From an optimization exercise on the open Yosys and OpenROAD flow, aimed at small area, a short achievable clock period and few clock cycles per item; shortcuts taken in it are not production practice.
In this exercise RTL edits were held to simulation tests only and were not proved equivalent to the original.

==> flow/design.v <==
module dither_pattern_rom (
    input  wire [3:0]  lvl,
    output reg  [31:0] word
);
    always @(*) begin
        case (lvl)
            4'd0:  word = 32'h00000000;
            4'd1:  word = 32'h00000011;
            4'd2:  word = 32'h00440011;
            4'd3:  word = 32'h00440055;
            4'd4:  word = 32'h00550055;
            4'd5:  word = 32'h00552255;
            4'd6:  word = 32'h88552255;
            4'd7:  word = 32'h8855AA55;
            4'd8:  word = 32'hAA55AA55;
            4'd9:  word = 32'hAA55AA77;
            4'd10: word = 32'hAADDAA77;
            4'd11: word = 32'hAADDAAFF;
            4'd12: word = 32'hAAFFAAFF;
            4'd13: word = 32'hAAFFBBFF;
            4'd14: word = 32'hEEFFBBFF;
            default: word = 32'hFFFFFFFF;
        endcase
    end
endmodule
module palette_index_lut (
    input  wire       high,
    input  wire [7:0] red,
    input  wire [7:0] green,
    input  wire [7:0] blue,
    output wire [3:0] bidx
);
    wire [3:0] base = high ? {1'b1, red[7], green[7], blue[7]}
                           : {1'b0, red[6], green[6], blue[6]};
    wire near_black = (red > 8'd31) && (green > 8'd31) && (blue > 8'd31);
    assign bidx = (!high && base == 4'd0 && near_black) ? 4'h8 : base;
endmodule
module brush_datapath (
    input  wire [7:0]  red,
    input  wire [7:0]  green,
    input  wire [7:0]  blue,
    output wire [31:0] brush0,
    output wire [31:0] brush1,
    output wire [31:0] brush2,
    output wire [31:0] brush3,
    output wire [3:0]  bidx,
    output wire        high
);
    wire [7:0] max_rg = (red > green) ? red : green;
    wire [7:0] v      = (max_rg > blue) ? max_rg : blue;
    assign high = v[7];
    wire [7:0]  v_n  = ~v;
    wire [3:0]  lvl_i = v_n[6:3];
    wire [8:0]  den  = {1'b0, v} + 9'd8;
    wire [11:0] num_b = {blue,  4'b0000};
    wire [11:0] num_g = {green, 4'b0000};
    wire [11:0] num_r = {red,   4'b0000};
    wire [11:0] q_b  = num_b / den;
    wire [11:0] q_g  = num_g / den;
    wire [11:0] q_r  = num_r / den;
    wire [3:0] lvl_b = high ? q_b[3:0] : blue[6:3];
    wire [3:0] lvl_g = high ? q_g[3:0] : green[6:3];
    wire [3:0] lvl_r = high ? q_r[3:0] : red[6:3];
    wire [31:0] rom_b, rom_g, rom_r, rom_i;
    dither_pattern_rom u_rom_b (.lvl(lvl_b), .word(rom_b));
    dither_pattern_rom u_rom_g (.lvl(lvl_g), .word(rom_g));
    dither_pattern_rom u_rom_r (.lvl(lvl_r), .word(rom_r));
    dither_pattern_rom u_rom_i (.lvl(lvl_i), .word(rom_i));
    assign brush0 = rom_b;
    assign brush1 = rom_g;
    assign brush2 = rom_r;
    assign brush3 = high ? ~rom_i : 32'h00000000;
    palette_index_lut u_lut (
        .high(high), .red(red), .green(green), .blue(blue), .bidx(bidx)
    );
endmodule
module pixel_compositor (
    input  wire [31:0] brush0,
    input  wire [31:0] brush1,
    input  wire [31:0] brush2,
    input  wire [31:0] brush3,
    input  wire [1:0]  tx,
    input  wire [1:0]  ty,
    output wire [3:0]  pixel
);
    wire [4:0] n = {ty, 1'b0, tx};
    assign pixel = {brush3[n], brush2[n], brush1[n], brush0[n]};
endmodule
module dither_brush_builder #(
    parameter [15:0] W_BYTES = 16'd80
) (
    input  wire        clk,
    input  wire        rst_n,
    input  wire        cmd_valid,
    output wire        cmd_ready,
    input  wire [63:0] cmd_word,
    input  wire [3:0]  rsel,
    output reg  [31:0] rdata,
    output wire        fb_valid,
    input  wire        fb_ready,
    output reg  [31:0] fb_offset,
    output reg  [2:0]  fb_bit,
    output reg  [3:0]  fb_pixel
);
    localparam [2:0] OP_BUILD  = 3'd0;
    localparam [2:0] OP_PLOT   = 3'd1;
    localparam [2:0] OP_PLOTS  = 3'd2;
    localparam [2:0] OP_SAMPLE = 3'd3;
    localparam [2:0] OP_ROMRD  = 3'd4;
    localparam [2:0] E_NONE        = 3'd0;
    localparam [2:0] E_ILLEGAL_OP  = 3'd1;
    localparam [2:0] E_RSV_NONZERO = 3'd2;
    localparam [2:0] E_NO_BRUSH    = 3'd3;
    localparam [1:0] S_IDLE   = 2'd0;
    localparam [1:0] S_EXEC   = 2'd1;
    localparam [1:0] S_FBWAIT = 2'd2;
    reg [1:0]  phase;
    reg        ready_q;       
    reg [63:0] cmd_q;         
    reg [31:0] brush0_q, brush1_q, brush2_q, brush3_q;
    reg [3:0]  bidx_q;
    reg [3:0]  pix_q;
    reg [31:0] romrd_q;
    reg        bvalid_q, high_q, err_q, pvalid_q, rvalid_q;
    reg [2:0]  ecode_q, lastop_q;
    assign cmd_ready = ready_q;
    assign fb_valid  = (phase == S_FBWAIT);
    wire accept = cmd_valid && ready_q;
    wire [2:0]  op    = cmd_q[2:0];
    wire [4:0]  rsv   = cmd_q[7:3];
    wire [7:0]  c_b   = cmd_q[15:8];
    wire [7:0]  c_g   = cmd_q[23:16];
    wire [7:0]  c_r   = cmd_q[31:24];
    wire [15:0] c_x   = cmd_q[47:32];
    wire [15:0] c_y   = cmd_q[63:48];
    wire [3:0]  c_lvl = cmd_q[11:8];
    reg [2:0] ecode;
    always @(*) begin
        if (op > OP_ROMRD)
            ecode = E_ILLEGAL_OP;
        else if (rsv != 5'd0)
            ecode = E_RSV_NONZERO;
        else if (op == OP_SAMPLE && !bvalid_q)
            ecode = E_NO_BRUSH;
        else
            ecode = E_NONE;
    end
    wire ok = (ecode == E_NONE);
    wire [31:0] nb0, nb1, nb2, nb3;
    wire [3:0]  nbidx;
    wire        nhigh;
    brush_datapath u_build (
        .red(c_r), .green(c_g), .blue(c_b),
        .brush0(nb0), .brush1(nb1), .brush2(nb2), .brush3(nb3),
        .bidx(nbidx), .high(nhigh)
    );
    wire [3:0] new_pix;
    pixel_compositor u_comp_new (
        .brush0(nb0), .brush1(nb1), .brush2(nb2), .brush3(nb3),
        .tx(c_x[1:0]), .ty(c_y[1:0]), .pixel(new_pix)
    );
    wire [3:0] old_pix;
    pixel_compositor u_comp_old (
        .brush0(brush0_q), .brush1(brush1_q), .brush2(brush2_q), .brush3(brush3_q),
        .tx(c_x[1:0]), .ty(c_y[1:0]), .pixel(old_pix)
    );
    wire [31:0] rom_word;
    dither_pattern_rom u_rom_rd (.lvl(c_lvl), .word(rom_word));
    wire [31:0] offset = {16'd0, c_y} * {16'd0, W_BYTES} + {19'd0, c_x[15:3]};
    wire is_build  = (op == OP_BUILD);
    wire is_plot   = (op == OP_PLOT);
    wire is_plots  = (op == OP_PLOTS);
    wire is_sample = (op == OP_SAMPLE);
    wire is_romrd  = (op == OP_ROMRD);
    always @(posedge clk or negedge rst_n) begin
        if (!rst_n) begin
            phase    <= S_IDLE;
            ready_q  <= 1'b0;
            bvalid_q <= 1'b0;
            high_q   <= 1'b0;
            err_q    <= 1'b0;
            ecode_q  <= 3'd0;
            lastop_q <= 3'd0;
            pvalid_q <= 1'b0;
            rvalid_q <= 1'b0;
        end else begin
            case (phase)
                S_IDLE: begin
                    ready_q <= 1'b1;
                    if (accept) begin
                        phase   <= S_EXEC;
                        ready_q <= 1'b0;
                    end
                end
                S_EXEC: begin
                    lastop_q <= op;
                    err_q    <= !ok;
                    ecode_q  <= ecode;
                    if (ok && (is_build || is_plot || is_plots)) begin
                        bvalid_q <= 1'b1;
                        high_q   <= nhigh;
                    end
                    if (ok && (is_sample || is_plot || is_plots))
                        pvalid_q <= 1'b1;
                    if (ok && is_romrd)
                        rvalid_q <= 1'b1;
                    if (ok && (is_plot || is_plots)) begin
                        phase <= S_FBWAIT;
                    end else begin
                        phase   <= S_IDLE;
                        ready_q <= 1'b1;
                    end
                end
                S_FBWAIT: begin
                    if (fb_ready) begin
                        phase   <= S_IDLE;
                        ready_q <= 1'b1;
                    end
                end
                default: phase <= S_IDLE;
            endcase
        end
    end
    always @(posedge clk) begin
        if (accept)
            cmd_q <= cmd_word;
        if (phase == S_EXEC && ok) begin
            if (is_build || is_plot || is_plots) begin
                brush0_q <= nb0;
                brush1_q <= nb1;
                brush2_q <= nb2;
                brush3_q <= nb3;
                bidx_q   <= nbidx;
            end
            if (is_plot)
                pix_q <= new_pix;
            if (is_plots)
                pix_q <= nbidx;
            if (is_sample)
                pix_q <= old_pix;
            if (is_romrd)
                romrd_q <= rom_word;
            if (is_plot || is_plots) begin
                fb_offset <= offset;
                fb_bit    <= c_x[2:0];
                fb_pixel  <= is_plot ? new_pix : nbidx;
            end
        end
    end
    wire [31:0] status = {21'd0, rvalid_q, pvalid_q, lastop_q, ecode_q,
                          err_q, high_q, bvalid_q};
    always @(*) begin
        case (rsel)
            4'd0:    rdata = status;
            4'd1:    rdata = brush0_q;
            4'd2:    rdata = brush1_q;
            4'd3:    rdata = brush2_q;
            4'd4:    rdata = brush3_q;
            4'd5:    rdata = {28'd0, bidx_q};
            4'd6:    rdata = {28'd0, pix_q};
            4'd7:    rdata = romrd_q;
            default: rdata = 32'd0;
        endcase
    end
endmodule
==> flow/run.sh <==
#!/bin/bash
# synth_recipe.tcl (not shown) runs the flow's synth.tcl, then flattens the netlist and writes it again
# the make line also repeats each setting of config.mk as NAME=value (left out here)
make -C /OpenROAD-flow-scripts/flow DESIGN_CONFIG=/design/flow/config.mk WORK_HOME=/design/flow/orfs CLKGATE_MAP_FILE= SYNTH_SCRIPT=/design/flow/synth_recipe.tcl finish
==> flow/config.mk <==
export PLATFORM = sky130hd
export DESIGN_NAME = dither_brush_builder
export DESIGN_NICKNAME = dither_brush_builder
export VERILOG_FILES = /design/flow/design.v
export SDC_FILE = /design/flow/constraint.sdc
export NUM_CORES = 4
export LEC_CHECK = 0
export CAP_MARGIN = 20
export CORE_MARGIN = 2
export CORE_UTILIZATION = 40
export SLEW_MARGIN = 20
==> flow/constraint.sdc <==
create_clock -name core_clock -period 27.0 [get_ports {clk}]
set_input_delay 5.4000 -clock core_clock [delete_from_list [all_inputs] [get_ports {clk}]]
set_output_delay 5.4000 -clock core_clock [all_outputs]
set_load 0.01 [all_outputs]
==> summary.txt <==
Status
  • Outcome: complete, no violations

Worst setup path
  • Critical-path maximum fanout: 14
  • WS Path Type: flip-flop to flip-flop
  • Crit path capture type: flip-flop
  • Top delay family on crit path: compound AO/OA/AOI/OAI gates
  • Slowest stage cell, crit path: edfxtp_1
  • CP Data Arrival Time: approximately 26 ns
  • CP dominant cell by count: ha_1
  • Slowest stage delay, CP: 0.47 ns
  • Critical Path Source Type: flip-flop
  • WP data required: 27.21 ns
  • WP buf/inv: 5

Synth
  • EDFF count, synth: roughly 180
  • Synthesis-stage register bit count: 191
  • Synthesis warning total: 2
  • Share of async-settable or async-resettable flops after synthesis: 6.81%
  • Post-Syn Instances: 2412
  • Sequential-to-total area share from yosys stat: 26.6%
  • Post-synthesis cell area: between 20000 and 25000 µm²
  • Mapped Avg Cell Area: 8.83 µm²
  • Top FF cell, synth: edfxtp_1
  • Yosys cell types: about 110

Layout
  • Most common cell after layout, fill and taps aside: ha_1
  • ANT cells: 0
  • Commonest cells after routing, fill and taps aside: 268 x ha_1, 197 x nand2_1, 187 x nor2_1, 178 x edfxtp_1, 177 x a21oi_1
  • Layout cells sized above 1: 13.4%
  • Area delta synth->final: 16.7%
  • Post-Route Utilization: between 40% and 50%
  • Nets: between 2000 and 3000
  • Filler cells: between 4000 and 5000

GRT
  • Met3 usage: roughly 2.6%
  • Met2 GRT Util: 42.0%
  • Grt total ovfl: 0
  • Initial antenna violation count: 1
  • Pin count of the biggest net entering global routing: 67
  • GRT Overall Usage: 24.8%
  • Vias in the first global route: 19200
  • First-pass GRT wire length: approximately 110000 µm
  • Grt peak-use layer: met2
  • Met1 GRT Util: a little under a third

STA
  • Final Skew: 0.0250 ns
  • Rel. slew slack: about a third
  • Fmax: about 39 MHz
  • Final setup vio count: 0
  • Setup TNS: 0 ns
  • Crit path time final: 25.40 ns
  • Final-report max-slew violation count: 0
  • Worst hold slack: between 0.4 and 0.5 ns
  • Tightest Pin Transition: 1.01 ns
  • Period utilization: between 90 and 100%
  • Final Hold Viols: 0

Floorplan
  • Core ar.: between 50000 and 60000 µm²
  • Io pins: 145
  • Initial Util: 40.5%
  • Row cnt: 84
  • Die area: ~55000 µm²
  • Die Span Y: 235 µm
  • Width of the die: between 200 and 250 µm

Placed design
  • Detail Placement HPWL: 53800 µm
  • I/O Buffers: 136
  • GP Congestion: roughly 1

Route
  • Initial DRC Count: 1586
  • Vias post-DR: about 20000
  • DRC: 0
  • Routed wire per std cell: 21.5 µm
  • Via density per instance: 6.05
  • DRT Wirelength: 70400 µm
  • DRT Pass-1 Iters: 8
  • Post-route ant nets: 0

Clock network
  • CTS sink count: 191
  • Clock Pin Slew Worst Setup and Hold Paths: ~0.090 ns
  • Cts hold-fix bufs: 0
  • Clock latency on the worst-skew pair: 0.49 ns
  • CTS tree: done
  • Clk root buf: clkbuf_16
  • CTS Buf Count: 17
  • Number of H-tree levels: 4
  • Clock buffer depth: 2

Hold path
  • Hold Crit Class: flip-flop to flip-flop

Job
  • Maxcap violations: 0
-- metrics by stage --
stage | cell area (µm²) | setup slack (ns) | cells
floorplan | 21300 | 0.842 | 2420
CTS | 24400 | 0.0254 | 3251
finish | 24900 | 1.60 | 3280
global route | 24900 | -0.130 | 3280
global placement | 23700 | -0.720 | 3218
detailed placement | 23700 | -1.23 | 3218
-- flip-flops by register name (all words and copies together), names as in the netlist, 15 cells and up --
signal and flops:
brush1_q 15, fb_offset 24, brush3_q 15, brush0_q 15, romrd_q 15, cmd_q 64, brush2_q 15
-- cell type report --
cell class / count / area (µm²) / area share [%]
clock inverter: 15 / 198 / 0.795
multi-input combinational: 2002 / 15100 / 60.6
timing repair buffer: 242 / 2160 / 8.69
sequential: 191 / 5670 / 22.8
clock buffer: 17 / 425 / 1.71
inverter: 125 / 473 / 1.90
tap: 688 / 861 / 3.46
-- final timing paths --
path / start / to / slack [ns] / depth (start not counted)
min in group asynchronous: rst_n / lastop_q[0] / 5.35 / 1
worst max register to register: cmd_q[25] / fb_pixel[0] / 1.60 / 124
worst min register to register: cmd_q[35] / fb_offset[0] / 0.42 / 0
worst max-delay path: cmd_q[25] / fb_pixel[0] / 1.60 / 124
worst min-delay path: cmd_q[35] / fb_offset[0] / 0.42 / 0
max in group asynchronous: rst_n / rvalid_q / 21.19 / 1
-- kinds of logic (layout without fill, tap and decap cells) --
family,after synthesis,in the layout,share of synthesized area [%]
buf+inv,228,399,4.49
mux,105,105,6.52
xor+xnor,114,114,4.69
fa+ha+maj,277,277,16.4
flops,191,191,26.6
simple gates,725,725,16.5
compound gates,771,772,24.7
other cells,1,9,0.0176
-- worst reg2reg max path: cells and delay by family (launching register included) --
family	cells	cell delay [ns]
adders and majority gates	15	4.64
AOI/OAI and AO/OA	71	13.24
buffers and inverters	5	0.73
DFF	1	0.47
muxes	5	1.33
and+or+nand+nor	28	4.70
-- Yosys cell counts (8+ instances only) --
library cell,n,area (µm²)
or2_2,13,81.3
clkbuf_1,70,263
o21ai_1,12,60.1
mux2_2,60,676
o21ai_0,150,751
edfxtp_1,178,5350
dfrtp_1,13,325
nor4_1,8,50.1
a31oi_1,29,181
inv_1,120,450
mux2i_1,24,240
a22oi_1,18,135
and4_1,8,70.1
nand3_1,44,220
a222oi_1,14,140
mux4_2,21,473
nand2b_1,30,188
xnor2_1,73,639
a21oi_1,190,951
nor2_1,191,717
a211oi_1,18,135
o21a_1,68,510
o2111ai_1,8,70.1
buf_2,9,45.0
or3_1,26,163
o31ai_1,37,278
nand2_1,201,754
a221o_1,9,90.1
o31a_1,9,78.8
a21o_1,61,458
ha_1,269,3370
o211ai_1,10,75.1
xor2_1,41,359
buf_4,19,143
nand4_1,21,131
a22o_1,13,114
nor3_1,89,445
a31o_2,8,70.1
nor2b_1,24,150
o21bai_1,15,113
and2_1,15,93.8
o22ai_1,9,56.3
and3_1,16,100
-- routing by layer --
| metal | part of all wire, % | wire (µm) | up-vias |
|---|---|---|---|
| met3 | 6.0 | 4210 | 178 |
| met1 | 42 | 29800 | 9435 |
| met4 | 4.6 | 3210 | 0 |
| met2 | 47 | 33200 | 755 |
| li1 | - | - | 9478 |
| met5 | 0 | 0 | - |
-- timing repair --
action                                  in CTS  in global routing
gates resized for setup                     15                 80
buffers inserted                             1                 28
endpoints found under the setup margin      12                 34
cloned                                       0                  1
pin swaps                                    0                 14
Testbench counts, summed over its fixed seeds: cycles 33,686, items 12,000.

[re-timing with driven ports]
No port has a modelled driver above. Below, the same layout with a new extraction and two added sets of constraints. Step 1: set_driving_cell puts a clkbuf_16 on clk and a buf_2 on each other input, an assumption about the parent block. Step 2, shift: input delay + t, output delay - t, t = (earliest + latest rising clock arrival at the registers) / 2. This alone moves slack from input paths to output paths. a / b / c = ideal ports / drivers / drivers and shift; a / b = the first two.
t (ns): 0.528
slack for setup (ns): 1.595 / 1.595 / 1.595
hold WS [ns]: 0.421 / 0.421 / 0.421
worst setup path at the end: register to register
After both steps setup and hold are still met in this run. For this run, drivers alone change the setup slack by 0.000 ns; drivers and shift together by 0.000 ns.
